What follows belongs to an exercise in optimizing a design on an open flow for small area, a short achievable clock period and few clock cycles per item; a production flow would make more cautious choices. Where RTL was checked, it was by simulation tests only, not by an equivalence proof against the original. No functional check of the RTL was part of runs 2 to 4. No activity file was given, so power comes from the tool's default toggle rates.

### flow/config.mk
export PLATFORM = sky130hd
export DESIGN_NAME = cpu16
export DESIGN_NICKNAME = cpu16
export VERILOG_FILES = /design/flow/design.v
export SDC_FILE = /design/flow/constraint.sdc
export NUM_CORES = 4
export LEC_CHECK = 0
export CAP_MARGIN = 20
export CORE_MARGIN = 2
export CORE_UTILIZATION = 25
export PLACE_DENSITY = 0.45
export SLEW_MARGIN = 20
### flow/constraint.sdc
create_clock -name core_clock -period 8.0 [get_ports {clk}]
set_input_delay 1.6000 -clock core_clock [delete_from_list [all_inputs] [get_ports {clk}]]
set_output_delay 1.6000 -clock core_clock [all_outputs]
set_load 0.01 [all_outputs]
### flow/design.v
module cpu16 (
    input  wire         clk,
    input  wire         rst,           
    input  wire [15:0]  reset_pc,
    input  wire [15:0]  reset_sp,
    input  wire         step_valid,
    input  wire         step_irq,      
    input  wire [7:0]   step_vector,
    output wire         step_ready,
    output wire         step_done,
    output wire [127:0] regs,          
    output wire [15:0]  sr_out,
    output wire         halted,
    output wire [1:0]   fault_kind,
    output wire [15:0]  fault_pc,
    output wire [16:0]  fault_info,
    output reg          mem_req,
    output reg          mem_we,
    output reg  [15:0]  mem_addr,
    output reg  [15:0]  mem_wdata,
    output reg  [1:0]   mem_be,
    input  wire [15:0]  mem_rdata,
    input  wire         mem_ready
);
    localparam [1:0] F_ILLEGAL = 2'd1, F_RANGE = 2'd2, F_IMMUTABLE = 2'd3;
    localparam [3:0] M_IDLE  = 4'd0,  M_EX    = 4'd1,  M_MV2   = 4'd2,  M_MV3   = 4'd3;
    localparam [3:0] M_MV3F  = 4'd4,  M_PUSHW = 4'd5,  M_POPW  = 4'd6,  M_POP6  = 4'd7;
    localparam [3:0] M_NOTW  = 4'd8,  M_JSRW  = 4'd9,  M_RTE2  = 4'd10, M_INTPC = 4'd11;
    localparam [3:0] M_INTSR = 4'd12, M_INTV  = 4'd13, M_WB    = 4'd14;
    localparam [3:0] M_BRX   = 4'd15;
    localparam [3:0] A_ADD = 4'd0, A_SUB = 4'd1, A_LSL = 4'd2, A_LSR = 4'd3;
    localparam [3:0] A_AND = 4'd4, A_OR  = 4'd5, A_XOR = 4'd6, A_NOT = 4'd7;
    localparam [3:0] A_MOV = 4'd8;
    reg [127:0] rf;
    reg [15:0]  sr;
    reg [15:0]  ir;         
    reg [15:0]  t;          
    reg [3:0]   ms;
    reg [1:0]   fkind;
    reg         done_r;
    reg         fbad;       
    reg [1:0]   mvhl;       
    wire        hlt = |fkind;
    wire [15:0] r6  = rf[111:96];
    wire [15:0] r7  = rf[127:112];
    reg  st_idle, st_ex, st_mv2;      
    wire [4:0] op = ir[15:11];
    function [15:0] decr(input [15:0] x, input a2, input a4);
        reg c;
        integer i, j;
        begin
            decr[0] = x[0];
            decr[1] = x[1] ^ a2;
            for (i = 2; i < 16; i = i + 1) begin
                c = 1'b1;
                for (j = 2; j < i; j = j + 1)
                    c = c & !x[j];
                decr[i] = x[i] ^ (c & (a4 | (a2 & !x[1])));
            end
        end
    endfunction
    localparam integer PD_W = 25;
    function [PD_W-1:0] predec(input [15:0] w);
        reg [4:0] o;
        reg mv, f2, f0, ill;
        reg [2:0] am, dmd;
        begin
            o  = w[15:11];
            mv = (o == 5'd0);
            f2 = (o >= 5'd3) && (o <= 5'd10);
            f0 = (o == 5'd28) || (o == 5'd30);
            if (o == 5'd31)
                ill = 1'b1;
            else if (f0)
                ill = (w[10:0] != 11'd0);
            else if (f2)
                ill = (w[7:5] > 3'd5) || (!w[7] && (w[4:3] != 2'd0));
            else if (mv)
                ill = (!w[10] && !w[9]) || (w[8:6] > 3'd5) || (w[5:3] > 3'd5) ||
                      (w[5:3] == 3'd4) || (w[8] && w[5]);
            else
                ill = (w[10:8] > 3'd5) || (!w[10] && (w[7:3] != 5'd0)) ||
                      ((o == 5'd29) && (w[10:8] != 3'd4));
            am  = mv ? w[8:6] : (f2 ? w[7:5] : w[10:8]);
            dmd = mv ? w[5:3] : w[10:8];
            predec = {
                mv,                                               
                (o == 5'd1),                                      
                (o == 5'd2),                                      
                f2,                                               
                (o == 5'd4),                                      
                (o == 5'd11),                                     
                (o >= 5'd12) && (o <= 5'd25),                     
                (o == 5'd26) || (o == 5'd27),                     
                (o == 5'd28),                                     
                (o == 5'd30),                                     
                ((o >= 5'd12) && (o <= 5'd17)) || (o == 5'd24) || (o == 5'd26),  
                ill,                                              
                am,                                               
                dmd,                                              
                f2 ? w[10:8] : w[2:0],                            
                (am == 3'd1) || (am == 3'd3),                     
                (am == 3'd0) || (am == 3'd4),                     
                2'b00};
        end
    endfunction
    reg  [PD_W-1:0] pd;
    reg  [2:0]      ra_r;    
    reg  [15:0]     tgt_r;   
    reg  [7:0]      ra_oh, rd_oh;
    wire c_move = pd[24];
    wire c_push = pd[23];
    wire c_pop  = pd[22];
    wire c_f2   = pd[21];
    wire c_cmp  = pd[20];
    wire c_not  = pd[19];
    wire c_br   = pd[18];
    wire c_sub  = pd[17];
    wire c_rts  = pd[16];
    wire c_rte  = pd[15];
    wire c_rel  = pd[14];
    wire illegal1 = pd[13];
    wire [2:0] amode = pd[12:10];
    wire [2:0] dmode = pd[9:7];
    wire [2:0] rd    = pd[6:4];
    wire       sfx   = pd[3];
    wire       am_nb = pd[2];
    wire [2:0] ra    = ra_r;
    wire       mv_h = ir[10];
    wire       mv_l = ir[9];
    wire [2:0] sm   = ir[8:6];
    wire [2:0] dm   = ir[5:3];
    wire ext_illegal = !sm[2] && !dm[2] && (t[15:3] != 13'd0);
    wire [15:0] abs_s = c_f2 ? {11'd0, ir[4:0]} : {8'd0, ir[7:0]};
    wire [15:0] pce = r7;
    wire [15:0] r7_arch = decr(r7, st_ex, st_mv2);
    wire pce_ffff = (r7 == 16'hFFFF);
    reg  [15:0] A, D;
    integer m;
    always @(*) begin
        A = {16{ra_oh[7]}} & pce;
        D = {16{rd_oh[7]}} & pce;
        for (m = 0; m < 7; m = m + 1) begin
            A = A | ({16{ra_oh[m]}} & rf[16*m +: 16]);
            D = D | ({16{rd_oh[m]}} & rf[16*m +: 16]);
        end
    end
    wire        a_m4 = (amode == 3'd1) && c_push && (ra == 3'd6);
    wire [15:0] Aadj = addc(A, amode == 3'd1, a_m4);
    wire [15:0] Dadj = addc(D, dmode == 3'd1, 1'b0);
    wire [15:0] spm2 = addc(r6, 1'b1, 1'b0);
    wire [15:0] spp2 = addc(r6, 1'b0, 1'b0);
    function [15:0] addc(input [15:0] x, input dec, input m4);
        reg [15:0] p;
        reg c;
        integer i, j;
        begin
            p = x ^ {16{dec}};
            addc[0] = x[0];
            addc[1] = x[1] ^ !m4;
            for (i = 2; i < 16; i = i + 1) begin
                c = 1'b1;
                for (j = 2; j < i; j = j + 1)
                    c = c & p[j];
                addc[i] = x[i] ^ (c & (m4 | p[1]));
            end
        end
    endfunction
    reg [7:0] e0001, e0003, efffd, effff;
    integer q;
    always @(*) begin
        for (q = 0; q < 7; q = q + 1) begin
            e0001[q] = (rf[16*q +: 16] == 16'h0001);
            e0003[q] = (rf[16*q +: 16] == 16'h0003);
            efffd[q] = (rf[16*q +: 16] == 16'hFFFD);
            effff[q] = (rf[16*q +: 16] == 16'hFFFF);
        end
        e0001[7] = (r7 == 16'h0001);
        e0003[7] = (r7 == 16'h0003);
        efffd[7] = (r7 == 16'hFFFD);
        effff[7] = pce_ffff;
    end
    wire a_0001 = e0001[ra];
    wire a_ffff = effff[ra];
    wire a_0003 = e0003[ra];
    wire d_0001 = e0001[rd];
    wire d_0003 = e0003[rd];
    wire d_fffd = efffd[rd];
    wire d_ffff = effff[rd];
    wire sp_0001 = (r6 == 16'h0001);
    wire sp_0003 = (r6 == 16'h0003);
    wire sp_fffd = (r6 == 16'hFFFD);
    wire sp_ffff = (r6 == 16'hFFFF);
    wire t_ffff = (t == 16'hFFFF);
    localparam integer AS_PCE = 0, AS_AADJ = 1, AS_A = 2, AS_DADJ = 3, AS_D = 4;
    localparam integer AS_SPM2 = 5, AS_SP = 6, AS_ABS = 7, AS_T = 8, AS_IR = 9, AS_TGT = 10;
    localparam integer SS_A = 0, SS_IMM = 1, SS_T = 2, SS_RD = 3, SS_SPM2 = 4;
    localparam integer DS_D = 0, DS_R7 = 1, DS_M2 = 2;
    wire [10:0] src_as = (amode == 3'd1) ? (11'd1 << AS_AADJ) :
                         (amode == 3'd5) ? (c_move ? (11'd1 << AS_T) : (11'd1 << AS_ABS)) :
                                           (11'd1 << AS_A);
    wire       src_bad = (amode == 3'd1) ? a_0001 : (amode == 3'd5) ? (c_move && t_ffff) : a_ffff;
    wire fc = sr[0], fz = sr[1], fn = sr[2];
    wire lt = fn ^ fc;
    reg  cond;
    always @(*) begin
        case (op)
            5'd12, 5'd18: cond = fz;
            5'd13, 5'd19: cond = !fz;
            5'd14, 5'd20: cond = lt;
            5'd15, 5'd21: cond = !lt;
            5'd16, 5'd22: cond = fz || lt;
            5'd17, 5'd23: cond = !fz && !lt;
            default:      cond = 1'b1;
        endcase
    end
    wire [2:0] tgt_ds = c_rel ? (3'd1 << DS_R7) : 3'd0;
    reg [3:0] f2_op;
    always @(*) begin
        case (op)
            5'd3:       f2_op = A_ADD;
            5'd4, 5'd5: f2_op = A_SUB;
            5'd6:       f2_op = A_LSL;
            5'd7:       f2_op = A_LSR;
            5'd8:       f2_op = A_AND;
            5'd9:       f2_op = A_OR;
            default:    f2_op = A_XOR;
        endcase
    end
    reg        b_rd, b_wr;        
    reg [10:0] as;                
    reg [2:0]  ws;                
    reg        b_byte;            
    reg        bad;               
    reg        f_now;
    reg [1:0]  f_kind;
    reg        fin;               
    reg [3:0]  nms;
    reg        slot_ok;           
    reg        wg;  reg [2:0] wgi; reg [2:0] wgd;   
    reg        wsp; reg wspd;                       
    reg        wpcr;                                
    reg        wpcv;                                
    reg        wpcm;                                
    reg [1:0]  wts;                                 
    reg        wfl, wsr;
    reg        wt, wirt, wmv;
    reg [3:0]  alu_op;
    reg [4:0]  ss;
    reg [2:0]  ds;
    reg        merge_d;           
    reg        hl_src;            
    wire [1:0] hl    = hl_src ? mvhl : {mv_h, mv_l};
    wire       hl_w  = c_move || hl_src;      
    wire       be0   = !hl_w || hl[0];        
    wire       same  = (ra == rd);
    always @(*) begin
        b_rd = 1'b0; b_wr = 1'b0; as = 11'd1 << AS_PCE; ws = 3'b001; b_byte = 1'b0;
        bad = 1'b0; f_now = 1'b0; f_kind = F_RANGE; fin = 1'b0; nms = M_IDLE;
        slot_ok = 1'b0;
        wg = 1'b0; wgi = rd; wgd = 3'b001;
        wsp = 1'b0; wspd = 1'b0; wpcr = 1'b0; wpcv = 1'b0; wpcm = 1'b0; wts = 2'd1;
        wfl = 1'b0; wsr = 1'b0; wt = 1'b0; wirt = 1'b0; wmv = 1'b0;
        alu_op = A_MOV; ss = 5'd1 << SS_RD; ds = 3'd1 << DS_D; merge_d = 1'b0; hl_src = 1'b0;
        case (ms)
            M_IDLE: slot_ok = 1'b1;
            M_EX: begin
                if (c_move) begin
                    b_rd = 1'b1; as = 11'd1 << AS_PCE; bad = pce_ffff;
                    wt = 1'b1;
                    nms = M_MV2;
                end else if (c_f2 || c_br) begin
                    fin = 1'b1;
                    if (am_nb) begin
                        ss = (amode == 3'd0) ? (5'd1 << SS_A) : (5'd1 << SS_IMM);
                    end else begin
                        b_rd = 1'b1; as = src_as; bad = src_bad;
                        wg = sfx; wgi = ra; wgd = 3'b010;
                    end
                    if (c_f2) begin
                        alu_op = f2_op;
                        if (am_nb) begin
                            wg = !c_cmp; wgi = rd; wgd = 3'b001;
                            wfl = 1'b1;
                            slot_ok = !(rd == 3'd7 && !c_cmp);
                        end else begin
                            alu_op = A_MOV;
                            wt = 1'b1;
                            fin = 1'b0; nms = M_WB;
                        end
                    end else begin
                        alu_op = c_rel ? A_ADD : A_MOV;
                        ds = tgt_ds;
                        if (am_nb) begin
                            wpcr = cond;
                            slot_ok = !(cond && c_rel && amode == 3'd0);
                            if (cond)
                                as = c_rel ? (11'd1 << AS_TGT) :
                                     (amode == 3'd4) ? (11'd1 << AS_ABS) : (11'd1 << AS_A);
                        end else if (c_rel) begin
                            wt = 1'b1; wts = 2'd3;
                            fin = 1'b0; nms = M_BRX;
                        end else begin
                            wpcm = cond;
                        end
                    end
                end else if (c_sub) begin
                    alu_op = c_rel ? A_ADD : A_MOV;
                    ds = tgt_ds;
                    if (am_nb) begin
                        ss = (amode == 3'd0) ? (5'd1 << SS_A) : (5'd1 << SS_IMM);
                        b_wr = 1'b1; as = 11'd1 << AS_SPM2; ws = 3'b010; bad = sp_0001;
                        wsp = 1'b1; wspd = 1'b0;
                        wpcr = 1'b1;
                        fin = 1'b1;
                    end else begin
                        b_rd = 1'b1; as = src_as;
                        bad = src_bad ||
                              ((ra == 3'd6 && amode == 3'd1) ? sp_0003 :
                               (ra == 3'd6 && amode == 3'd3) ? sp_ffff : sp_0001);
                        wt = 1'b1; wts = c_rel ? 2'd3 : 2'd1;
                        wg = sfx; wgi = ra; wgd = 3'b010;
                            nms = M_JSRW;
                    end
                end else if (c_push) begin
                    if (am_nb) begin
                        ss = (amode == 3'd4) ? (5'd1 << SS_IMM) :
                             (ra == 3'd6)    ? (5'd1 << SS_SPM2) : (5'd1 << SS_A);
                        b_wr = 1'b1; as = 11'd1 << AS_SPM2; bad = sp_0001;
                        wsp = 1'b1; wspd = 1'b0;
                        wfl = 1'b1;
                        fin = 1'b1;
                    end else begin
                        b_rd = 1'b1;
                        if (amode == 3'd1) begin
                            as = 11'd1 << AS_AADJ; bad = (ra == 3'd6) ? sp_0003 : a_0001;
                        end else if (amode == 3'd5) begin
                            as = 11'd1 << AS_ABS; bad = 1'b0;
                        end else begin
                            as = (ra == 3'd6) ? (11'd1 << AS_SPM2) : (11'd1 << AS_A);
                            bad = (ra == 3'd6) ? sp_0001 : a_ffff;
                        end
                        bad = bad || sp_0001;
                        wt = 1'b1;
                        wg = sfx && (ra != 3'd6); wgi = ra; wgd = 3'b010;
                        nms = M_PUSHW;
                    end
                end else if (c_pop) begin
                    if (amode == 3'd4) begin
                        f_now = 1'b1; f_kind = sp_ffff ? F_RANGE : F_IMMUTABLE;
                    end else if (amode == 3'd0) begin
                        b_rd = 1'b1; as = 11'd1 << AS_SP; bad = sp_ffff;
                        wt = 1'b1;
                        wsp = (rd != 3'd6); wspd = 1'b1;
                        nms = M_WB;
                    end else begin
                        b_rd = 1'b1; as = 11'd1 << AS_SP;
                        bad = sp_ffff || ((amode == 3'd1) ? d_0001 : (amode == 3'd5) ? 1'b0 : d_ffff);
                        wt = 1'b1;
                        nms = M_POPW;
                    end
                end else if (c_not) begin
                    alu_op = A_NOT;
                    if (amode == 3'd0) begin
                        ss = 5'd1 << SS_A;
                        wg = 1'b1; wgi = rd; wgd = 3'b001;
                        wfl = 1'b1;
                        fin = 1'b1;
                        slot_ok = (rd != 3'd7);
                    end else if (amode == 3'd4) begin
                        f_now = 1'b1; f_kind = F_IMMUTABLE;
                    end else begin
                        b_rd = 1'b1; as = src_as; bad = src_bad;
                        wt = 1'b1; wts = 2'd2;
                        wg = (amode == 3'd1); wgi = ra; wgd = 3'b010;
                        nms = M_NOTW;
                    end
                end else if (c_rts) begin
                    b_rd = 1'b1; as = 11'd1 << AS_SP; bad = sp_ffff;
                    wpcm = 1'b1;
                    wsp = 1'b1; wspd = 1'b1;
                    fin = 1'b1;
                end else if (c_rte) begin
                    b_rd = 1'b1; as = 11'd1 << AS_SP; bad = sp_ffff || sp_fffd;
                    wsr = 1'b1;
                    wsp = 1'b1; wspd = 1'b1;
                    nms = M_RTE2;
                end else begin
                    if (sp_0001 || sp_0003) begin
                        f_now = 1'b1; f_kind = F_RANGE;
                    end else begin
                        b_wr = 1'b1; as = 11'd1 << AS_SPM2; ws = 3'b010;
                        wsp = 1'b1; wspd = 1'b0;
                            nms = M_INTSR;
                    end
                end
                if (fbad || illegal1) begin
                    f_now = 1'b1; f_kind = fbad ? F_RANGE : F_ILLEGAL;
                    slot_ok = 1'b0;
                end
            end
            M_MV2: begin
                if (!dm[2]) begin
                    if (sm == 3'd0 || sm == 3'd4) begin
                        ss = (sm == 3'd0) ? (5'd1 << SS_A) : (5'd1 << SS_T);
                        wfl = 1'b1;
                        fin = 1'b1;
                        if (dm == 3'd0) begin
                            merge_d = 1'b1;
                            wg = 1'b1; wgi = rd; wgd = 3'b001;
                            slot_ok = (rd != 3'd7);
                        end else begin
                            b_wr = 1'b1; b_byte = 1'b1;
                            as = (dm == 3'd1) ? (11'd1 << AS_DADJ) : (11'd1 << AS_D);
                            bad = ((dm == 3'd1) ? d_0001 : d_ffff) && be0;
                            wg = (dm != 3'd2); wgi = rd; wgd = 3'b100;
                        end
                    end else begin
                        b_rd = 1'b1; as = src_as;
                        wg = sfx; wgi = ra; wgd = 3'b010;
                        if (dm == 3'd0) begin
                            bad = src_bad;
                            wt = 1'b1;
                            nms = M_WB;
                        end else begin
                            bad = src_bad || (be0 &&
                                  ((same && sm == 3'd1) ? ((dm == 3'd1) ? d_0003 : d_0001) :
                                   (same && sm == 3'd3) ? ((dm == 3'd1) ? d_ffff : d_fffd) :
                                                          ((dm == 3'd1) ? d_0001 : d_ffff)));
                            wt = 1'b1;
                            wmv = 1'b1;
                            nms = M_MV3;
                        end
                    end
                end else begin
                    if (sm == 3'd0) begin
                        ss = 5'd1 << SS_A;
                        b_wr = 1'b1; b_byte = 1'b1; as = 11'd1 << AS_T;
                        bad = t_ffff && be0;
                        wfl = 1'b1;
                        fin = 1'b1;
                    end else begin
                        b_rd = 1'b1; as = src_as; bad = src_bad || (t_ffff && be0);
                        wg = sfx; wgi = ra; wgd = 3'b010;
                        wt = 1'b1;
                        wirt = 1'b1; wmv = 1'b1;
                        nms = M_MV3F;
                    end
                end
                if (ext_illegal) begin
                    f_now = 1'b1; f_kind = F_ILLEGAL;
                    slot_ok = 1'b0;
                end
            end
            M_MV3: begin
                hl_src = 1'b1;
                ss = 5'd1 << SS_T;
                b_wr = 1'b1; b_byte = 1'b1;
                as = (dm == 3'd1) ? (11'd1 << AS_DADJ) : (11'd1 << AS_D);
                wg = (dm != 3'd2); wgi = rd; wgd = 3'b100;
                wfl = 1'b1;
                fin = 1'b1;
            end
            M_MV3F: begin
                hl_src = 1'b1;
                ss = 5'd1 << SS_T;
                b_wr = 1'b1; b_byte = 1'b1; as = 11'd1 << AS_IR;
                wfl = 1'b1;
                fin = 1'b1;
            end
            M_PUSHW: begin
                ss = 5'd1 << SS_T;
                b_wr = 1'b1; as = 11'd1 << AS_SPM2;
                wfl = 1'b1;
                if (ra == 3'd6 && amode == 3'd1) begin
                    wg = 1'b1; wgi = 3'd6; wgd = 3'b010;
                end else if (!(ra == 3'd6 && amode == 3'd3)) begin
                    wsp = 1'b1; wspd = 1'b0;
                end
                fin = 1'b1;
            end
            M_POPW: begin
                ss = 5'd1 << SS_T;
                b_wr = 1'b1;
                as = (amode == 3'd1) ? (11'd1 << AS_DADJ) :
                     (amode == 3'd5) ? (11'd1 << AS_ABS) : (11'd1 << AS_D);
                wfl = 1'b1;
                fin = 1'b1;
                if (rd == 3'd6 && amode != 3'd5) begin
                    if (amode == 3'd2) begin
                        wsp = 1'b1; wspd = 1'b1;
                    end else if (amode == 3'd3) begin
                        wg = 1'b1; wgi = 3'd6; wgd = 3'b100;
                        fin = 1'b0; nms = M_POP6;
                    end
                end else begin
                    wg = sfx && (amode != 3'd5); wgi = rd; wgd = 3'b100;
                    wsp = 1'b1; wspd = 1'b1;
                end
            end
            M_WB: begin
                ss = 5'd1 << SS_T;
                alu_op = c_f2 ? f2_op : A_MOV;
                merge_d = c_move;
                wg = !c_cmp; wgi = rd; wgd = 3'b001;
                wfl = 1'b1;
                if (c_pop && rd == 3'd6) begin
                    nms = M_POP6;
                end else begin
                    fin = 1'b1;
                    slot_ok = !(rd == 3'd7 && !c_cmp);
                end
            end
            M_POP6: begin
                wsp = 1'b1; wspd = 1'b1;
                fin = 1'b1;
            end
            M_NOTW: begin
                ss = 5'd1 << SS_T;
                b_wr = 1'b1;
                as = (amode == 3'd5) ? (11'd1 << AS_ABS) : (11'd1 << AS_A);
                wfl = 1'b1;
                wg = (amode == 3'd3); wgi = ra; wgd = 3'b010;
                fin = 1'b1;
            end
            M_BRX: begin
                ss = 5'd1 << SS_T;
                alu_op = A_ADD; ds = 3'd1 << DS_R7;
                wpcr = cond;
                fin = 1'b1;
                slot_ok = !cond;
            end
            M_JSRW: begin
                ss = 5'd1 << SS_T;
                alu_op = c_rel ? A_ADD : A_MOV; ds = 3'd1 << DS_R7;
                b_wr = 1'b1; as = 11'd1 << AS_SPM2; ws = 3'b010;
                wsp = 1'b1; wspd = 1'b0;
                wpcr = 1'b1;
                fin = 1'b1;
            end
            M_RTE2: begin
                b_rd = 1'b1; as = 11'd1 << AS_SP;
                wpcm = 1'b1;
                wsp = 1'b1; wspd = 1'b1;
                fin = 1'b1;
            end
            M_INTPC: begin
                if (sp_0001 || sp_0003) begin
                    f_now = 1'b1; f_kind = F_RANGE;
                end else begin
                    b_wr = 1'b1; as = 11'd1 << AS_SPM2; ws = 3'b010;
                    wsp = 1'b1; wspd = 1'b0;
                    nms = M_INTSR;
                end
            end
            M_INTSR: begin
                b_wr = 1'b1; as = 11'd1 << AS_SPM2; ws = 3'b100;
                wsp = 1'b1; wspd = 1'b0;
                nms = M_INTV;
            end
            M_INTV: begin
                b_rd = 1'b1; as = 11'd1 << AS_ABS;
                wpcv = 1'b1;
                fin = 1'b1;
            end
            default: ;
        endcase
        if (bad && !f_now) begin
            f_now = 1'b1; f_kind = F_RANGE;
        end
    end
    wire [15:0] imm8 = c_f2 ? {11'd0, ir[4:0]} : c_rel ? {{8{ir[7]}}, ir[7:0]} : {8'd0, ir[7:0]};
    wire [15:0] s = ({16{ss[SS_A]}}    & A) |
                    ({16{ss[SS_IMM]}}  & imm8) |
                    ({16{ss[SS_T]}}    & t) |
                    ({16{ss[SS_SPM2]}} & spm2);
    wire [15:0] d = ({16{ds[DS_D]}}    & D) |
                    ({16{ds[DS_R7]}}   & r7_arch) |
                    ({16{ds[DS_M2]}}   & 16'hFFFE);
    wire        is_sub = (alu_op == A_SUB);
    wire [16:0] sum    = {1'b0, d} + {1'b0, s ^ {16{is_sub}}} + {16'd0, is_sub};
    wire        lsl = (alu_op == A_LSL);
    wire        sh_big = (s[15:5] != 11'd0) || (s[4] && (s[3:0] != 4'd0));
    reg  [15:0] d_rev;
    integer k;
    always @(*) for (k = 0; k < 16; k = k + 1) d_rev[k] = d[15 - k];
    wire [15:0] sh_in  = lsl ? d_rev : d;
    wire [16:0] sh_out = {sh_in, 1'b0} >> s[4:0];
    reg  [15:0] sh_rev;
    always @(*) for (k = 0; k < 16; k = k + 1) sh_rev[k] = sh_out[16 - k];
    wire [15:0] sh_r = sh_big ? 16'd0 : (lsl ? sh_rev : sh_out[16:1]);
    wire        sh_c = !sh_big && sh_out[0];
    wire mv_hi = !hl_w || hl[1] || !merge_d;    
    wire mv_lo = !hl_w || hl[0] || !merge_d;
    reg [3:0] tt_hi, tt_lo;
    always @(*) begin
        case (alu_op)
            A_AND:   begin tt_hi = 4'b1000; tt_lo = 4'b1000; end
            A_OR:    begin tt_hi = 4'b1110; tt_lo = 4'b1110; end
            A_XOR:   begin tt_hi = 4'b0110; tt_lo = 4'b0110; end
            A_NOT:   begin tt_hi = 4'b0101; tt_lo = 4'b0101; end
            default: begin
                tt_hi = mv_hi ? 4'b1010 : 4'b1100;
                tt_lo = mv_lo ? 4'b1010 : 4'b1100;
            end
        endcase
    end
    reg [15:0] lg;
    always @(*)
        for (k = 0; k < 16; k = k + 1)
            lg[k] = (k >= 8) ? tt_hi[{d[k], s[k]}] : tt_lo[{d[k], s[k]}];
    wire sel_sum = (alu_op == A_ADD) || is_sub;
    wire sel_sh  = (alu_op == A_LSL) || (alu_op == A_LSR);
    wire [15:0] res = sel_sum ? sum[15:0] : sel_sh ? sh_r : lg;
    wire        res_c = sel_sum ? (sum[16] ^ is_sub) : sel_sh ? sh_c : 1'b0;
    wire mv_byte_h = hl_w && hl[1] && !hl[0];
    wire mv_byte_l = hl_w && !hl[1] && hl[0];
    wire z_hi = (res[15:8] == 8'd0);
    wire z_lo = (res[7:0] == 8'd0);
    wire [2:0] flags = {mv_byte_l ? res[7] : res[15],
                        (mv_byte_l || z_hi) && (mv_byte_h || z_lo),
                        res_c};
    wire active = !st_idle;
    wire slot   = !hlt && slot_ok;    
    wire f_req  = !step_irq && !rd_bad;            
    assign step_ready = hlt || (slot && (mem_ready || !f_req));
    wire accept = step_valid && step_ready && !hlt;
    wire [15:0] new_ir = step_irq ? {5'd29, 3'd4, step_vector} : mem_rdata;
    wire [PD_W-1:0] pd_new = predec(new_ir);
    wire rd_bad = (as[AS_PCE]  && pce_ffff) || (as[AS_AADJ] && (a_m4 ? a_0003 : a_0001)) ||
                  (as[AS_A]    && a_ffff)   || (as[AS_DADJ] && d_0001) ||
                  (as[AS_D]    && d_ffff)   || (as[AS_SPM2] && sp_0001) ||
                  (as[AS_SP]   && sp_ffff)  || (as[AS_T]    && t_ffff) ||
                  (as[AS_IR]   && (ir == 16'hFFFF)) || (as[AS_TGT]  && (tgt_r == 16'hFFFF));
    wire [15:0] addr_bus = ({16{as[AS_PCE]}}  & pce) |
                           ({16{as[AS_AADJ]}} & Aadj) |
                           ({16{as[AS_A]}}    & A) |
                           ({16{as[AS_DADJ]}} & Dadj) |
                           ({16{as[AS_D]}}    & D) |
                           ({16{as[AS_SPM2]}} & spm2) |
                           ({16{as[AS_SP]}}   & r6) |
                           ({16{as[AS_ABS]}}  & abs_s) |
                           ({16{as[AS_T]}}    & t) |
                           ({16{as[AS_IR]}}   & ir) |
                           ({16{as[AS_TGT]}}  & tgt_r);
    always @(*) begin
        mem_req   = slot ? (step_valid && f_req) :
                    (active && ((b_rd && !rd_bad) || (b_wr && !f_now)));
        mem_we    = b_wr;
        mem_addr  = addr_bus;
        mem_wdata = ({16{ws[0]}} & s) | ({16{ws[1]}} & pce) | ({16{ws[2]}} & sr);
        mem_be    = (b_byte && hl_w) ? hl : 2'b11;
    end
    wire acc_ok = !(b_rd || b_wr) || mem_ready;
    wire go     = active && !f_now && acc_ok;
    wire [15:0] rd_m2 = mem_rdata - 16'd2;
    wire [15:0] wbus = ({16{wgd[0]}} & res) | ({16{wgd[1]}} & Aadj) | ({16{wgd[2]}} & Dadj);
    wire [15:0] spv = wspd ? spp2 : spm2;
    wire [15:0] r7_p2 = addr_bus + 16'd2;    
    wire [15:0] r7_n = rst ? reset_pc :
                       (active && f_now) ? r7_arch :
                       (accept && !step_irq) ? r7_p2 :             
                       !go ? r7 :
                       (st_ex && c_move) ? r7_p2 :                 
                       wpcr ? res :
                       wpcm ? mem_rdata :
                       (wg && wgi == 3'd7) ? wbus :
                       wpcv ? {8'd0, mem_rdata[15:8]} : r7;
    always @(posedge clk)
        rf[127:112] <= r7_n;
    genvar g;
    generate
        for (g = 0; g < 7; g = g + 1) begin : g_rf
            always @(posedge clk) begin
                if (rst) begin
                    if (g == 6) rf[16*g +: 16] <= reset_sp;
                    else             rf[16*g +: 16] <= 16'd0;
                end else if (go) begin
                    if (wg && wgi == g)
                        rf[16*g +: 16] <= wbus;
                    else if (g == 6 && wsp)
                        rf[16*g +: 16] <= spv;
                end
            end
        end
    endgenerate
    wire [3:0] ms_n = rst ? M_IDLE :
                      accept ? (step_irq ? M_INTPC : M_EX) :
                      (active && f_now) ? M_IDLE :
                      go ? (fin ? M_IDLE : nms) : ms;
    always @(posedge clk) begin
        ms      <= ms_n;
        st_idle <= (ms_n == M_IDLE);
        st_ex   <= (ms_n == M_EX);
        st_mv2  <= (ms_n == M_MV2);
    end
    always @(posedge clk) begin
        if (rst) begin
            sr     <= 16'd0;
            fkind  <= 2'd0;
            done_r <= 1'b0;
            fbad   <= 1'b0;
        end else begin
            done_r <= 1'b0;
            if (active && f_now) begin
                fkind  <= f_kind;
                done_r <= 1'b1;
            end else if (go) begin
                if (wsr) sr <= mem_rdata;
                else if (wfl) sr[2:0] <= flags;
                if (fin)
                    done_r <= 1'b1;
            end
            if (hlt && step_valid)
                done_r <= 1'b1;
            if (accept)
                fbad <= !step_irq && rd_bad;
        end
    end
    always @(posedge clk) begin
        if (accept) begin
            ir   <= new_ir;
            pd   <= pd_new;
            ra_r <= new_ir[2:0];
            tgt_r <= addr_bus + {{8{mem_rdata[7]}}, mem_rdata[7:0]};
            ra_oh <= 8'd1 << new_ir[2:0];
            rd_oh <= 8'd1 << (pd_new[21] ? new_ir[10:8] : new_ir[2:0]);
        end else if (go) begin
            if (wt)   t <= (wts == 2'd0) ? res : (wts == 2'd1) ? mem_rdata :
                             (wts == 2'd2) ? ~mem_rdata : rd_m2;
            if (wirt) ir <= t;
            if (st_ex && c_move && !dm[2]) begin
                ra_r  <= mem_rdata[2:0];
                ra_oh <= 8'd1 << mem_rdata[2:0];
            end
            if (wmv)  mvhl <= {mv_h, mv_l};
        end
    end
    assign regs       = {r7_arch, rf[111:0]};
    assign sr_out     = sr;
    assign halted     = hlt;
    assign fault_kind = fkind;
    assign fault_pc   = hlt ? r7 : 16'd0;
    assign fault_info = {fkind == F_RANGE, fkind[0] ? ir : 16'd0};
    assign step_done  = done_r;
endmodule
### flow/run.sh
#!/bin/bash
# synth_recipe.tcl (not shown) runs the flow's synth.tcl, then flattens the netlist and writes it again
# the make line also repeats each setting of config.mk as NAME=value (left out here)
make -C /OpenROAD-flow-scripts/flow DESIGN_CONFIG=/design/flow/config.mk WORK_HOME=/design/flow/orfs CLKGATE_MAP_FILE= SYNTH_SCRIPT=/design/flow/synth_recipe.tcl finish
==> out/metrics.yaml, run 1 <==
status: "timing/DRC/antenna clean"
dp_hpwl_um: 131000
cts_setup_buffers: 0
nNetsFinal: 3521
slew_headroom: 0.151
leakage_nw: 10.2
track_usage: 0.326
clock_skew_ns: 0.0369
synth_largest_area_cell: "edfxtp_1"
synth_seq_cells: 247
synth_cell_type_count: 106
cp.arrival_ns: 5.84
grt_antenna_before_repair: 3
clk_latency_ns: 0.59
cp-end-kind: "primary output"
finalPower_w: 0.0135
ant_nets: 0
final-hold-violation-count: 0
cts.repair.resized: 0
syn_avg_cell_area_um2: 7.56
tightest_slew_ns: 1.26
routed_wl_um: 169000
crit_type: "register to primary output"
clock-root-buffer: "clkbuf_16"
synth_top_family_by_area: "compound AO/OA/AOI/OAI gates"
yosysMostFrequentCell: "nor2_1"
grt-ovfl-total: 0
die_width_um: 316
async_flop_share: 0
min_path_type: "register to register"
grt_max_degree: 62
cp-start-kind: "register"
synth_xor_area_frac: 0.0536
cts_hold_buf: 0
crit_start: "pd[10]"
fin_crit_ns: 7.44
synth_fa_ha_area_frac: 0.0201
drtIter0Drc: 4821
syn_to_final_growth_pct: 23.7
period_share: 0.930
grt_pass1_vias: 28424
wl_per_cell_um: 35.7
crit_path_max_fanout: 18
synth_compound_area_frac: 0.309
layout_setup_ws_ns: 0.561
cts_tree: "yes"
rsz0062_at_grt: "no"
grt_pass1_wl_um: 233000
synthCells: 3222
min-delay-start: "fkind[1]"
synth.area.top_cells: "edfxtp_1 (15%), dfxtp_1 (10%), nor2_1 (5.5%), a22oi_1 (5.4%), nand2_1 (4.2%)"
yosysWarnings: 1
drcViolationCount: 0
htree_levels: 2
cts_buffers: 34
vias: 30440
clkSinkCount: 247
irDropWorstVdd_v: 0.000386
coreArea_mm2: 0.0966
clk_pin_slew_worst_paths_ns: 0.06
drv_slew: 0
cp.required_ns: 6.40
finalSetupTns_ns: 0
ys_seq_area_frac: 0.254
routabilityCongestion: 1.05
clockBufferDepth: 3
synth_fp_nets: 3321
ys.flop_type: "edfxtp_1"
synth_top_area_frac: 0.153
drive_above_1_share: 0.0925
drv_cap: 0
nFillCells: 10458
synth-simple-area-share: 0.263
start_util: 0.252
synth-edff-count: 124
die_area_mm2: 0.0999
synthesis.area_mm2: 0.0244
die-height_um: 316
pin_count: 279
setup_viol: 0
clock.fmax_ghz: 0.134
muxShareOfSynthArea: 0.0448
drt-pass1-iter-count: 10
fp-row-count: 114
post-place-ws_ns: 1.08
power.density_mw_per_mm2: 447
via_per_inst: 6.44
io_buffers: 278
reg2reg_from: "ms[2]"
synth_common_cells: "nor2_1 (360), nand2_1 (272), clkbuf_1 (225)"
==> per-stage QoR <==
step	hold WS [ns]	util	area (um^2)	cells
after CTS	0.529	0.312	30100	4722
after global routing	0.557	0.312	30100	4724
after global placement	0.509	0.300	28900	4659
after detailed placement	0.513	0.300	29000	4660
final	0.531	0.312	30100	4727
after floorplan	0.484	-	24400	3222
==> final timing paths <==
path	cells past startpoint	slack, ns	end
setup / recovery	11	0.56	mem_addr[14]
hold / removal	2	0.53	fkind[1]
setup reg to reg	21	0.90	rf[111]
hold reg to reg	2	0.53	fkind[1]
==> routing by layer <==
layer,vias to the layer above,track usage,part of all wire
li1,12746,-,-
met1,14865,0.437,0.40
met2,2318,0.477,0.42
met3,509,0.0804,0.11
met4,2,0.184,0.067
met5,-,0,0.000083
==> worst max-delay path, stage by stage, from the launching register on <==
cell             delay [ns]
edfxtp_1               0.79
nor2b_1                0.21
buf_4                  0.22
nand2b_1               0.31
or3_1                  0.49
a222oi_1               0.81
nand2_1                0.20
a21oi_1                0.41
o21ai_0                0.29
xnor2_1                0.25
o211ai_1               0.61
clkdlybuf4s50_1        0.67
==> cell families after synthesis <==
logic type      Yosys count
flops                   247
buf+inv                 343
mux                     101
compound gates         1084
fa+ha+maj                38
xor+xnor                149
simple gates           1260
==> area by class of cell <==
type / instances / area, um^2 / area share
multi-input cells: 2632 / 17000 / 0.564
clock buffers: 46 / 968 / 0.0322
inverters: 74 / 278 / 0.00922
well taps: 1276 / 1600 / 0.0530
repair buffers: 433 / 3940 / 0.131
flip-flops and latches: 247 / 6190 / 0.205
clock inverters: 16 / 169 / 0.00561
diodes: 3 / 7.51 / 0.000249
==> report_power, final <==
part / switching, W / internal (W)
registers: 0.000892 / 0.00177
clock network: 0.000694 / 0.000902
logic: 0.00619 / 0.00303
==> cell usage in the layout, fill, tap and decap left out, types with 50 or more instances in the layout <==
cell             instances
nand4_1                 93
a211oi_1               108
o21ai_0                173
nor2_1                 356
clkdlybuf4s50_1        277
nor3_1                  93
nand3_1                 89
inv_1                   66
nor4_1                  50
a22oi_1                174
a21oi_1                188
xnor2_1                100
nand2_1                272
edfxtp_1               124
dfxtp_1                123
buf_4                  154
and2_1                  54
mux2i_1                 73
==> state kept, by name, indices dropped and copies added, names as in the netlist, 2 cells and up <==
register  count
rd_oh         8
rf          128
pd           23
ir           16
ra_r          3
mvhl          2
fkind         2
t            16
sr           16
ra_oh         8
ms            4
tgt_r        16
Testbench counts, summed over its fixed seeds: cycles 92,534, steps 54,336.
==> inputs of run 2 (changes only) <==
--- a/flow/design.v
+++ b/flow/design.v
@@ -228,4 +228,78 @@
         endcase
     end
+    function [13:0] dpc(input [3:0] st, input [PD_W-1:0] p, input [15:0] w, input [2:0] rs);
+        reg [4:0] ss_;
+        reg [2:0] ds_, am;
+        reg [3:0] ao, f2o;
+        reg md, hs, nb, rl;
+        begin
+            am = p[12:10]; nb = p[2]; rl = p[14];
+            case (w[15:11])
+                5'd3:       f2o = A_ADD;
+                5'd4, 5'd5: f2o = A_SUB;
+                5'd6:       f2o = A_LSL;
+                5'd7:       f2o = A_LSR;
+                5'd8:       f2o = A_AND;
+                5'd9:       f2o = A_OR;
+                default:    f2o = A_XOR;
+            endcase
+            ss_ = 5'd1 << SS_RD; ds_ = 3'd1 << DS_D; ao = A_MOV; md = 1'b0; hs = 1'b0;
+            case (st)
+                M_EX: begin
+                    if (p[24]) begin
+                    end else if (p[21] || p[18]) begin
+                        if (nb) ss_ = (am == 3'd0) ? (5'd1 << SS_A) : (5'd1 << SS_IMM);
+                        if (p[21]) begin
+                            ao = nb ? f2o : A_MOV;
+                        end else begin
+                            ao  = rl ? A_ADD : A_MOV;
+                            ds_ = rl ? (3'd1 << DS_R7) : 3'd0;
+                        end
+                    end else if (p[17]) begin
+                        ao  = rl ? A_ADD : A_MOV;
+                        ds_ = rl ? (3'd1 << DS_R7) : 3'd0;
+                        if (nb) ss_ = (am == 3'd0) ? (5'd1 << SS_A) : (5'd1 << SS_IMM);
+                    end else if (p[23]) begin
+                        if (nb) ss_ = (am == 3'd4) ? (5'd1 << SS_IMM) :
+                                      (rs == 3'd6)  ? (5'd1 << SS_SPM2) : (5'd1 << SS_A);
+                    end else if (p[19]) begin
+                        ao = A_NOT;
+                        if (am == 3'd0) ss_ = 5'd1 << SS_A;
+                    end
+                end
+                M_MV2: begin
+                    if (!w[5]) begin
+                        if (w[8:6] == 3'd0 || w[8:6] == 3'd4) begin
+                            ss_ = (w[8:6] == 3'd0) ? (5'd1 << SS_A) : (5'd1 << SS_T);
+                            md  = (w[5:3] == 3'd0);
+                        end
+                    end else if (w[8:6] == 3'd0) begin
+                        ss_ = 5'd1 << SS_A;
+                    end
+                end
+                M_MV3, M_MV3F: begin hs = 1'b1; ss_ = 5'd1 << SS_T; end
+                M_PUSHW, M_POPW, M_NOTW: ss_ = 5'd1 << SS_T;
+                M_WB: begin
+                    ss_ = 5'd1 << SS_T;
+                    ao  = p[21] ? f2o : A_MOV;
+                    md  = p[24];
+                end
+                M_BRX: begin ss_ = 5'd1 << SS_T; ao = A_ADD; ds_ = 3'd1 << DS_R7; end
+                M_JSRW: begin
+                    ss_ = 5'd1 << SS_T;
+                    ao  = rl ? A_ADD : A_MOV;
+                    ds_ = 3'd1 << DS_R7;
+                end
+                default: ;
+            endcase
+            dpc = {ss_, ds_, ao, md, hs};
+        end
+    endfunction
+    reg  [13:0] dp_r;
+    wire [4:0]  ssr      = dp_r[13:9];
+    wire [2:0]  dsr      = dp_r[8:6];
+    wire [3:0]  alu_opr  = dp_r[5:2];
+    wire        merge_dr = dp_r[1];
+    wire        hl_srcr  = dp_r[0];
     reg        b_rd, b_wr;        
     reg [10:0] as;                
@@ -251,6 +325,6 @@
     reg        merge_d;           
     reg        hl_src;            
-    wire [1:0] hl    = hl_src ? mvhl : {mv_h, mv_l};
-    wire       hl_w  = c_move || hl_src;      
+    wire [1:0] hl    = hl_srcr ? mvhl : {mv_h, mv_l};
+    wire       hl_w  = c_move || hl_srcr;     
     wire       be0   = !hl_w || hl[0];        
     wire       same  = (ra == rd);
@@ -571,14 +645,14 @@
     end
     wire [15:0] imm8 = c_f2 ? {11'd0, ir[4:0]} : c_rel ? {{8{ir[7]}}, ir[7:0]} : {8'd0, ir[7:0]};
-    wire [15:0] s = ({16{ss[SS_A]}}    & A) |
-                    ({16{ss[SS_IMM]}}  & imm8) |
-                    ({16{ss[SS_T]}}    & t) |
-                    ({16{ss[SS_SPM2]}} & spm2);
-    wire [15:0] d = ({16{ds[DS_D]}}    & D) |
-                    ({16{ds[DS_R7]}}   & r7_arch) |
-                    ({16{ds[DS_M2]}}   & 16'hFFFE);
-    wire        is_sub = (alu_op == A_SUB);
+    wire [15:0] s = ({16{ssr[SS_A]}}    & A) |
+                    ({16{ssr[SS_IMM]}}  & imm8) |
+                    ({16{ssr[SS_T]}}    & t) |
+                    ({16{ssr[SS_SPM2]}} & spm2);
+    wire [15:0] d = ({16{dsr[DS_D]}}    & D) |
+                    ({16{dsr[DS_R7]}}   & r7_arch) |
+                    16'd0;
+    wire        is_sub = (alu_opr == A_SUB);
     wire [16:0] sum    = {1'b0, d} + {1'b0, s ^ {16{is_sub}}} + {16'd0, is_sub};
-    wire        lsl = (alu_op == A_LSL);
+    wire        lsl = (alu_opr == A_LSL);
     wire        sh_big = (s[15:5] != 11'd0) || (s[4] && (s[3:0] != 4'd0));
     reg  [15:0] d_rev;
@@ -591,9 +665,9 @@
     wire [15:0] sh_r = sh_big ? 16'd0 : (lsl ? sh_rev : sh_out[16:1]);
     wire        sh_c = !sh_big && sh_out[0];
-    wire mv_hi = !hl_w || hl[1] || !merge_d;    
-    wire mv_lo = !hl_w || hl[0] || !merge_d;
+    wire mv_hi = !hl_w || hl[1] || !merge_dr;    
+    wire mv_lo = !hl_w || hl[0] || !merge_dr;
     reg [3:0] tt_hi, tt_lo;
     always @(*) begin
-        case (alu_op)
+        case (alu_opr)
             A_AND:   begin tt_hi = 4'b1000; tt_lo = 4'b1000; end
             A_OR:    begin tt_hi = 4'b1110; tt_lo = 4'b1110; end
@@ -610,6 +684,6 @@
         for (k = 0; k < 16; k = k + 1)
             lg[k] = (k >= 8) ? tt_hi[{d[k], s[k]}] : tt_lo[{d[k], s[k]}];
-    wire sel_sum = (alu_op == A_ADD) || is_sub;
-    wire sel_sh  = (alu_op == A_LSL) || (alu_op == A_LSR);
+    wire sel_sum = (alu_opr == A_ADD) || is_sub;
+    wire sel_sh  = (alu_opr == A_LSL) || (alu_opr == A_LSR);
     wire [15:0] res = sel_sum ? sum[15:0] : sel_sh ? sh_r : lg;
     wire        res_c = sel_sum ? (sum[16] ^ is_sub) : sel_sh ? sh_c : 1'b0;
@@ -685,4 +759,10 @@
         end
     endgenerate
+    always @(posedge clk) begin
+        if (accept)
+            dp_r <= dpc(step_irq ? M_INTPC : M_EX, pd_new, new_ir, new_ir[2:0]);
+        else if (go && !fin)
+            dp_r <= dpc(nms, pd, ir, ra_r);
+    end
     wire [3:0] ms_n = rst ? M_IDLE :
                       accept ? (step_irq ? M_INTPC : M_EX) :
==> flow/flow/run.sh (new file) <==
#!/bin/bash
export BUFFER_PORTS_ARGS="-buffer_cell sky130_fd_sc_hd__buf_2"
bash standard.sh > standard.log 2>&1
==> flow/standard.sh (new file) <==
#!/bin/bash
# synth_recipe.tcl (not shown) runs the flow's synth.tcl, then flattens the netlist and writes it again
# the make line also repeats each setting of config.mk as NAME=value (left out here)
make -C /OpenROAD-flow-scripts/flow DESIGN_CONFIG=/design/flow/config.mk WORK_HOME=/design/flow/orfs CLKGATE_MAP_FILE= SYNTH_SCRIPT=/design/flow/synth_recipe.tcl "${@:-finish}"
removed: flow/run.sh
==> run 2 against run 1 <==
  * Combinational power rose by 18%
  * Still clean on timing, DRC and antenna
  * Highest routed layer unchanged
  * First-iteration DRC count rose by 4.7%
  * Total power rose by 14%
  * Synthesized cell count rose by 2.1%
  * Critical path type unchanged
  * Routed wire length fell by 1.4%
  * Die area rose by 4.3%
  * Synthesized area rose by 4.4%
  * Sequential power rose by 4%
  * Hold slack improved by 0.015 ns
==> out/metrics.yaml, run 2 <==
status: "timing/DRC/antenna clean"
nFillCells: 11108
finalPower_w: 0.0153
clock.fmax_ghz: 0.144
critPathBufInv: 2
async_flop_share: 0
worstPathCellList: "a22oi_1 > nand4_1 > or3_1 > o21a_1 > nor4_1 > nand2_1 > xnor2_1 > a221oi_1 > inv_1 > buf_2"
synth_fp_nets: 3390
crit_type: "register to primary output"
ant_nets: 0
slew_headroom: 0.192
fp-row-count: 116
synth.area.top_cells: "edfxtp_1 (16%), dfxtp_1 (9.7%), mux2i_1 (5.6%), a22oi_1 (5.3%), nor2_1 (5.1%)"
cp.required_ns: 6.40
critical-path-top-delay-family: "simple AND/OR/NAND/NOR gates"
irDropWorstVdd_v: 0.000226
nNetsFinal: 3561
fin_crit_ns: 6.95
slowest_stage: "nor4_1"
vias: 30801
synthesis.area_mm2: 0.0254
clkSinkCount: 259
cts_buffers: 35
synth_seq_cells: 259
grt_pass1_vias: 28208
clk_pin_slew_worst_paths_ns: 0.08
synthCells: 3291
power_frac_comb: 0.708
crit_start: "ra_oh[0]"
rsz0062_at_grt: "no"
layout_common_cells: "nor2_1 (347), buf_2 (277), nand2_1 (241)"
drv_cap: 0
cts_tree: "yes"
layout_setup_ws_ns: 1.05
largest_register_ffs: 128
clock-root-buffer: "clkbuf_16"
dp_hpwl_um: 130000
grt_pass1_wl_um: 229000
die-height_um: 323
power.density_mw_per_mm2: 518
seq_area_mm2: 0.00655
wl_per_cell_um: 34.3
synth_cell_type_count: 115
setup_viol: 0
cts_hold_buf: 0
max_stage_delay_ns: 0.95
cp-start-kind: "register"
routed_wl_um: 166000
regMostFlops: "rf"
track_usage: 0.307
syn_avg_cell_area_um2: 7.72
switching_power_w: 0.00914
yosysWarnings: 1
syn_to_final_growth_pct: 16.5
drv_slew: 0
grt_antenna_before_repair: 8
via_per_inst: 6.36
final-hold-violation-count: 0
synth-edff-count: 136
drtIter0Drc: 5047
cp-end-kind: "primary output"
cts_setup_buffers: 0
intPower_w: 0.00621
yosysMostFrequentCell: "nor2_1"
synth_common_cells: "nor2_1 (347), nand2_1 (241), clkbuf_1 (208)"
pwr-share-clk: 0.112
clock_skew_ns: 0.0543
htree_levels: 2
start_util: 0.253
drt-pass1-iter-count: 8
die_area_mm2: 0.104
ys_seq_area_frac: 0.258
leakage_nw: 11.6
grt-ovfl-total: 0
io_buffers: 278
die_width_um: 323
multiInputGateArea_mm2: 0.0174
reg_top3: "rf (128), pd (23)"
grt_max_degree: 85
drcViolationCount: 0
tightest_slew_ns: 1.20
seqPwrFrac: 0.180
pin_count: 279
synth_largest_area_cell: "edfxtp_1"
clk_latency_ns: 0.60
finalSetupTns_ns: 0
coreArea_mm2: 0.100
drive_above_1_share: 0.166
cp.arrival_ns: 5.35
crit_path_max_fanout: 16
ys.flop_type: "edfxtp_1"
routabilityCongestion: 1.04
min_path_type: "register to register"
min-delay-start: "sr[9]"
clockBufferDepth: 3
post-place-ws_ns: 1.63
synth_top_area_frac: 0.161
period_share: 0.869
swShare: 0.595
final_common_cell: "nor2_1"
cts.repair.resized: 0
reg2reg_from: "rf[109]"
==> run 2: cell count changes after synthesis, moves of 17 or more <==
| cell | change |
|---|---|
| a21oi_1 | +17 |
| a211oi_1 | -69 |
| clkbuf_1 | -17 |
| mux2i_1 | +69 |
| and3_1 | +18 |
| inv_1 | +25 |
| nand2_1 | -31 |
==> run 2: routing by layer <==
layer / up-vias / GRT usage / share of wire
met3: 512 / 0.0625 / 0.11
met5: - / 0 / 0.00035
li1: 12911 / - / -
met4: 8 / 0.172 / 0.066
met2: 2268 / 0.461 / 0.43
met1: 15102 / 0.410 / 0.40
==> run 2: path summary, 6_finish.rpt <==
path,endpoint,slack (ns),depth (start not counted)
max,mem_addr[13],1.05,10
min,sr[9],0.55,2
min reg2reg,sr[9],0.55,2
max reg2reg,tgt_r[14],1.38,24
==> run 2: final cells by class <==
class / instances / share of cell area
repair buffers: 410 / 0.0807
inverters: 96 / 0.0122
clock buffers: 51 / 0.0366
well taps: 1357 / 0.0574
diodes: 1 / 0.0000845
multi-input cells: 2660 / 0.588
flip-flops and latches: 259 / 0.221
clock inverters: 12 / 0.00397
==> run 2: power by group through the flow <==
stage / sequential, W / combinational [W] / clock (W)
CTS: 0.00270 / 0.0105 / 0.00174
global placement: 0.00272 / 0.0106 / 0
floorplan: 0.00210 / 0.00641 / 0
detailed placement: 0.00272 / 0.0104 / 0
global route: 0.00275 / 0.0112 / 0.00178
finish: 0.00277 / 0.0109 / 0.00171
==> run 2: stage by stage <==
stage / area (um^2) / util / hold WS (ns) / std cells
floorplan: 25400 / - / 0.493 / 3291
global placement: 28400 / 0.283 / 0.526 / 4782
detailed placement: 28400 / 0.283 / 0.531 / 4782
CTS: 29600 / 0.295 / 0.544 / 4845
global route: 29600 / 0.295 / 0.581 / 4845
finish: 29600 / 0.295 / 0.545 / 4846
==> run 2: worst min-delay path, delay by kind of cell, from the launching register on <==
family        cells  cell delay (ns)
simple gates      1             0.05
mux               1             0.12
flops             1             0.33
==> run 2: logic make-up (layout without fill, tap and decap cells) <==
logic type	count (synthesis)	in the layout	synth area share
mux	158	158	0.0636
flops	259	259	0.258
fa+ha+maj	38	38	0.0193
simple gates	1247	1247	0.253
xor+xnor	145	145	0.0500
buf+inv	372	569	0.0610
compound gates	1072	1072	0.295
other cells	0	1	0
==> inputs of run 3 (changes only) <==
--- a/flow/design.v
+++ b/flow/design.v
@@ -461,11 +461,8 @@
                     nms = M_RTE2;
                 end else begin
-                    if (sp_0001 || sp_0003) begin
-                        f_now = 1'b1; f_kind = F_RANGE;
-                    end else begin
-                        b_wr = 1'b1; as = 11'd1 << AS_SPM2; ws = 3'b010;
-                        wsp = 1'b1; wspd = 1'b0;
-                            nms = M_INTSR;
-                    end
+                    b_wr = 1'b1; as = 11'd1 << AS_SPM2; ws = 3'b010;
+                    wsp = 1'b1; wspd = 1'b0;
+                    nms = M_INTSR;
+                    bad = sp_0001 || sp_0003;
                 end
                 if (fbad || illegal1) begin
@@ -620,11 +617,8 @@
             end
             M_INTPC: begin
-                if (sp_0001 || sp_0003) begin
-                    f_now = 1'b1; f_kind = F_RANGE;
-                end else begin
-                    b_wr = 1'b1; as = 11'd1 << AS_SPM2; ws = 3'b010;
-                    wsp = 1'b1; wspd = 1'b0;
-                    nms = M_INTSR;
-                end
+                b_wr = 1'b1; as = 11'd1 << AS_SPM2; ws = 3'b010;
+                wsp = 1'b1; wspd = 1'b0;
+                nms = M_INTSR;
+                bad = sp_0001 || sp_0003;
             end
             M_INTSR: begin
--- a/flow/config.mk
+++ b/flow/config.mk
@@ -10,3 +10,4 @@
 export CORE_UTILIZATION = 25
 export PLACE_DENSITY = 0.45
+export SETUP_SLACK_MARGIN = 2.0
 export SLEW_MARGIN = 20
==> run 3 against run 2 <==
  * Largest cell class unchanged
  * Critical path type is now register to register
  * Sequential share of layout area is 1.1 points lower
  * Largest power group unchanged
  * Routed wire length rose by 0.36%
  * First-iteration DRC count shrank 0.69%
==> out/metrics.yaml, run 3 <==
nNetsFinal: 3651
synth_common_cells: "nor2_1 (354), nand2_1 (245), clkbuf_1 (219)"
syn_avg_cell_area_um2: 7.80
min-delay-start: "fbad"
synthesis.area_mm2: 0.0250
via_per_inst: 6.41
synth_fp_nets: 3303
fin_crit_ns: 6.06
synth_largest_area_cell: "edfxtp_1"
die_width_um: 320
drcViolationCount: 0
crit_path_max_fanout: 10
r2r-end: "rf[114]"
setup_viol: 0
finalSetupTns_ns: 0
clk_pin_slew_worst_paths_ns: 0.06
syn_to_final_growth_pct: 24.7
irDropWorstVdd_v: 0.000190
power.density_mw_per_mm2: 541
clk_latency_ns: 0.60
regMostFlops: "rf"
grt_pass1_vias: 27967
dp_hpwl_um: 129000
clock_skew_ns: 0.0583
fp-row-count: 115
rsz0062_at_grt: "yes"
multiInputGateArea_mm2: 0.0177
synth_top_area_frac: 0.163
final_util: 0.316
routed_wl_um: 167000
synthCells: 3204
grt-ovfl-total: 0
yosysMostFrequentCell: "nor2_1"
async_flop_share: 0
final_common_cell: "nor2_1"
cts_buffers: 36
drv_cap: 0
ys.flop_type: "edfxtp_1"
crit_type: "register to register"
coreArea_mm2: 0.0987
synth_cell_type_count: 101
leakage_nw: 12.6
die-height_um: 320
yosysWarnings: 1
pin_count: 279
cts_tree: "yes"
grt_pass1_wl_um: 227000
synth.area.top_cells: "edfxtp_1 (16%), dfxtp_1 (9.9%), mux2i_1 (6.2%), a22oi_1 (5.3%), nor2_1 (5.3%)"
top_usage_layer: "met2"
cp-end-kind: "register"
use_met3: 0.0797
ant_nets: 0
drtIter0Drc: 5012
vias: 31201
clock.fmax_ghz: 0.165
ys_seq_area_frac: 0.262
start_util: 0.253
grt_max_degree: 70
hold-path-cell-count: 2
die_area_mm2: 0.103
synth_seq_cells: 259
final-hold-violation-count: 0
cts_hold_buf: 0
use_met2: 0.455
slew_headroom: 0.173
cp-start-kind: "register"
routabilityCongestion: 1.06
reg_top3: "rf (128), pd (23)"
clock-root-buffer: "clkbuf_16"
tightest_slew_ns: 1.23
nFillCells: 10645
drv_slew: 0
period_share: 0.757
status: "timing/DRC/antenna clean"
grtUsageMet1: 0.409
wl_per_cell_um: 34.3
clockBufferDepth: 3
clkSinkCount: 259
reg2reg_from: "ra_oh[5]"
drive_above_1_share: 0.226
seq_area_mm2: 0.00656
htree_levels: 2
largest_register_ffs: 128
cp.arrival_ns: 6.51
hold_end: "fbad"
grt_antenna_before_repair: 7
synth-edff-count: 136
min_path_type: "register to register"
rrSetupSlack_ns: 1.94
cp.required_ns: 8.45
r2r_cells: 13
layout_common_cells: "nor2_1 (352), buf_4 (284), buf_2 (277)"
io_buffers: 278
track_usage: 0.309
drt-pass1-iter-count: 13
==> run 3: through the flow <==
| step | area (um^2) | std cells | setup slack, ns | hold slack (ns) | power (W) |
|---|---|---|---|---|---|
| final | 31200 | 4870 | 1.94 | 0.504 | 0.0169 |
| after global routing | 31200 | 4867 | 1.89 | 0.534 | 0.0173 |
| after CTS | 29900 | 4754 | 2.01 | 0.503 | 0.0158 |
| after detailed placement | 28000 | 4626 | 1.01 | 0.493 | 0.0138 |
| after global placement | 28000 | 4626 | 1.07 | 0.482 | 0.0139 |
| after floorplan | 25000 | 3204 | 2.28 | 0.455 | 0.00882 |
==> run 3: report_power, final <==
part	leakage [nW]	internal (W)	switching, W	total (W)
Combinational	9.75	0.00407	0.00842	0.0125
Sequential	2.29	0.00195	0.000729	0.00268
Clock	0.590	0.000982	0.000697	0.00168
Total	12.6	0.00700	0.00985	0.0169
==> run 3: cell type report <==
type,instances,share of cell area
Multi-Input combinational cell,2604,0.568
Timing Repair Buffer,578,0.123
Clock inverter,15,0.00494
Antenna cell,3,0.000241
Clock buffer,51,0.0334
Tap cell,1287,0.0517
Inverter,73,0.00891
Sequential cell,259,0.210
==> run 3: worst max path at each step <==
| stage | startpoint | endpoint | slack [ns] | depth (start not counted) |
|---|---|---|---|---|
| 5_1_grt | ms[3] | tgt_r[14] | 1.89 | 25 |
| 3_5_place_dp | rf[113] | rf[111] | 1.01 | 20 |
| 6_report | ra_oh[5] | rf[114] | 1.94 | 13 |
| 3_3_place_gp | rf[113] | rf[111] | 1.07 | 20 |
| 2_1_floorplan | ms[0] | t[0] | 2.28 | 13 |
| 4_1_cts | ir[6] | tgt_r[14] | 2.01 | 21 |
==> run 3: per-layer routing <==
metal,wire [um],vias up
li1,-,13011
met1,66000,15158
met2,69400,2464
met3,20100,562
met4,11400,6
met5,40,-
==> run 3: timing repair <==
action,CTS,global route
pin swaps,10,17
setup buffers,62,112
resized for setup,41,58
setup endpoints to repair,162,55
==> run 3: kinds of logic (layout without fill, tap and decap cells) <==
group | count (synthesis) | in the layout | synth area share
other | 0 | 3 | 0
and+or+nand+nor | 1220 | 1220 | 0.246
adders and majority gates | 38 | 38 | 0.0196
muxes | 200 | 200 | 0.0864
DFF | 259 | 259 | 0.262
AOI/OAI and AO/OA | 997 | 997 | 0.280
xor gates and xnor gates | 149 | 149 | 0.0522
buffers and inverters | 341 | 717 | 0.0533
==> run 3: worst max-delay path, cell delays in order, from the launching register on <==
cell,delay [ns]
edfxtp_1,0.55
buf_4,0.25
a22oi_1,0.19
nand4_1,0.56
a221o_1,0.49
a21oi_1,0.49
nor4bb_1,0.39
nand4_1,0.46
o41ai_1,0.50
a21oi_1,0.21
o21ai_2,0.57
nor2_1,0.14
a2111oi_0,0.87
a221o_1,0.26
==> inputs of run 4 (changes only) <==
--- a/flow/config.mk
+++ b/flow/config.mk
@@ -10,4 +10,4 @@
 export CORE_UTILIZATION = 25
 export PLACE_DENSITY = 0.45
-export SETUP_SLACK_MARGIN = 2.0
+export SETUP_SLACK_MARGIN = 3.0
 export SLEW_MARGIN = 20
==> run 4 against run 3 <==
  * Sequential share of layout area fell by 2.7 points
  * Final cell count rose by 5.5%
  * Setup slack improved by 0.41 ns
  * Sequential power fell by 5%
  * Clock power barely moved
  * Cell area rose by 15%
  * Register-to-register slack improved by 0.70 ns
  * Die area did not move
  * Critical path depth fell by 1
  * Routed wire length rose by 9.8%
  * Fmax rose by 7.2%
  * Clock skew fell by 0.020 ns
==> out/metrics.yaml, run 4 <==
yosysWarnings: 1
rsz0062_at_grt: "yes"
async_flop_share: 0
drive_above_1_share: 0.358
synth_top_area_frac: 0.163
drcViolationCount: 0
period_share: 0.706
synthCells: 3204
htree_levels: 2
clockBufferDepth: 3
grt_max_degree: 81
reg2reg_from: "rf[97]"
start_util: 0.253
drt-pass1-iter-count: 10
crit_path_max_fanout: 6
synth_largest_area_cell: "edfxtp_1"
fin_crit_ns: 5.65
min_path_type: "register to register"
clk_pin_slew_worst_paths_ns: 0.06
fp-row-count: 115
hold-path-cell-count: 2
largest_register_ffs: 128
setup_viol: 0
critical-path-top-delay-family: "compound AO/OA/AOI/OAI gates"
synth-edff-count: 136
critPathBufInv: 1
syn_avg_cell_area_um2: 7.80
vias: 32948
syn_to_final_growth_pct: 44.0
clock-root-buffer: "clkbuf_16"
cp.required_ns: 6.40
dp_hpwl_um: 133000
pin_count: 279
leakage_nw: 14.7
finalSetupTns_ns: 0
status: "timing/DRC/antenna clean"
synth_common_cells: "nor2_1 (354), nand2_1 (245), clkbuf_1 (219)"
min-delay-start: "fbad"
irDropWorstVdd_v: 0.000296
nNetsFinal: 3925
cts_buffers: 34
clock.fmax_ghz: 0.177
die-height_um: 320
grt_pass1_wl_um: 247000
tightest_slew_ns: 1.19
via_per_inst: 6.41
crit_top_cell: "a32oi_2"
drv_cap: 0
cp-start-kind: "register"
regMostFlops: "rf"
layout_common_cells: "buf_4 (470), nor2_1 (338), buf_2 (263)"
drv_slew: 0
final_common_cell: "buf_4"
routabilityCongestion: 1.03
grt-ovfl-total: 0
r2r_cells: 21
die_area_mm2: 0.103
slew_headroom: 0.207
crit_type: "register to primary output"
synth_cell_type_count: 101
synthesis.area_mm2: 0.0250
cp-end-kind: "primary output"
cp.arrival_ns: 4.05
synth.area.top_cells: "edfxtp_1 (16%), dfxtp_1 (9.9%), mux2i_1 (6.2%), a22oi_1 (5.3%), nor2_1 (5.3%)"
slowest_stage: "nor4_1"
cts_hold_buf: 0
reg_top3: "rf (128), pd (23)"
ys_seq_area_frac: 0.262
r2r-end: "rf[110]"
nFillCells: 10346
die_width_um: 320
routed_wl_um: 183000
clkSinkCount: 259
worstPathCellList: "nor4_1 > nand4_1 > o32ai_1 > mux4_2 > o2111ai_1 > o311ai_2 > o21ai_1 > a32oi_2 > a32oi_2 > a21oi_2 > o22ai_2 > buf_2"
grt_pass1_vias: 29997
wl_per_cell_um: 35.7
track_usage: 0.339
finalPower_w: 0.0210
final-hold-violation-count: 0
grt_antenna_before_repair: 11
hold_end: "fbad"
synth_fp_nets: 3303
cts_tree: "yes"
coreArea_mm2: 0.0987
io_buffers: 278
max_stage_delay_ns: 0.46
yosysMostFrequentCell: "nor2_1"
power.density_mw_per_mm2: 585
clk_latency_ns: 0.61
ys.flop_type: "edfxtp_1"
clock_skew_ns: 0.0379
rrSetupSlack_ns: 2.64
ant_nets: 0
drtIter0Drc: 5264
synth_seq_cells: 259
run 4: changes by cell type in the layout (fill, tap and decap cells not counted), moves of 13 or more:
cell,delta
buf_6,+73
a21oi_1,-41
buf_2,-14
o21ai_0,-27
xnor2_1,-15
buf_12,+22
nor2_1,-14
buf_4,+186
a21oi_2,+31
dfxtp_1,-19
a22oi_2,+13
a22oi_1,-13
a221oi_1,-18
run 4: layer usage:
layer	wire length, um	part of all wire	GRT usage
met1	72300	0.39	0.448
met5	69	0.00038	0
met2	76900	0.42	0.504
met3	21100	0.12	0.0802
met4	12900	0.071	0.188
run 4: tightest hold or removal path, stage by stage, from the launching register on:
cell     delay (ns)
dfxtp_1        0.34
nand2_1        0.07
a21oi_1        0.05
run 4: how the worst max path moves through the flow:
stage            start       to  slack (ns)  depth (start not counted)
2_1_floorplan   rf[97]  rf[110]        3.01                         21
3_3_place_gp   rf[113]  rf[111]        0.87                         21
3_5_place_dp   rf[113]  rf[111]        1.31                         21
4_1_cts         rf[15]  mem_req        2.34                         13
5_1_grt         rf[72]  mem_req        2.33                         14
6_report        rf[52]  mem_req        2.35                         12
run 4: logic make-up (layout without fill, tap and decap cells):
family | after synthesis | after routing | synth area share
AOI/OAI and AO/OA | 997 | 997 | 0.280
xor gates and xnor gates | 149 | 149 | 0.0522
adders and majority gates | 38 | 38 | 0.0196
buffers and inverters | 341 | 987 | 0.0533
DFF | 259 | 259 | 0.262
muxes | 200 | 200 | 0.0864
other | 0 | 1 | 0
and+or+nand+nor | 1220 | 1221 | 0.246
run 4: area by class of cell:
cell class	instances	area, um^2	area share
Antenna cell	1	2.50	0.0000695
Clock buffer	42	911	0.0253
Clock inverter	19	249	0.00692
Inverter	73	289	0.00803
Multi-Input combinational cell	2605	19800	0.550
Sequential cell	259	6610	0.184
Tap cell	1287	1610	0.0447
Timing Repair Buffer	853	6540	0.182
run 4: report_power, final:
group          leakage [nW]  internal (W)  total, W  switching, W
registers              2.30       0.00195   0.00254      0.000585
clock network         0.573      0.000955   0.00167      0.000714
logic                  11.8       0.00651    0.0168        0.0103
run 4: repair_timing:
item,CTS,global route
hold endpoints to repair,0,0
pin swaps,151,159
buffers inserted,316,114
gates resized for setup,429,230
cloned,1,2
endpoints found under the setup margin,368,134
run 4: per-stage QoR:
step | cells | setup WS (ns) | instance area (um^2) | utilization | hold WS [ns]
floorplan | 3204 | 3.01 | 25100 | - | 0.455
global placement | 4643 | 0.870 | 28100 | 0.285 | 0.477
detailed placement | 4644 | 1.31 | 28200 | 0.285 | 0.492
CTS | 5022 | 2.34 | 33900 | 0.343 | 0.498
global route | 5138 | 2.33 | 36000 | 0.365 | 0.526
finish | 5139 | 2.35 | 36000 | 0.365 | 0.504

separate check: timing with driven ports:
How much do the figures lean on ideal ports? The routed layouts below were timed once more, with nothing changed but the port constraints.
Step 1 sets driving cells, clkbuf_16 on the clock port and buf_2 on the other inputs (assumed; they add their load-dependent delay and slew).
Step 2 moves the port delays by t, midway between the first and last clock arrival at a register: inputs arrive t later, outputs are due t later. That takes back most of the time a late clock gives input paths.
a / b / c = ideal / step 1 / step 2; a / b = the first two.
run | shift t [ns] | setup WS [ns] | hold slack, ns
run 1 | 0.647 | 0.561 / 0.488 / 0.895 | 0.531 / 0.531 / 0.531
run 2 | 0.641 | 1.051 / 0.985 / 1.381 | 0.545 / 0.545 / 0.545
run 3 | 0.638 | 1.943 / 1.936 / 1.943 | 0.504 / 0.504 / 0.504
run 4 | 0.658 | 2.352 / 2.282 / 2.645 | 0.504 / 0.504 / 0.504
After both steps every run listed still meets setup and hold.
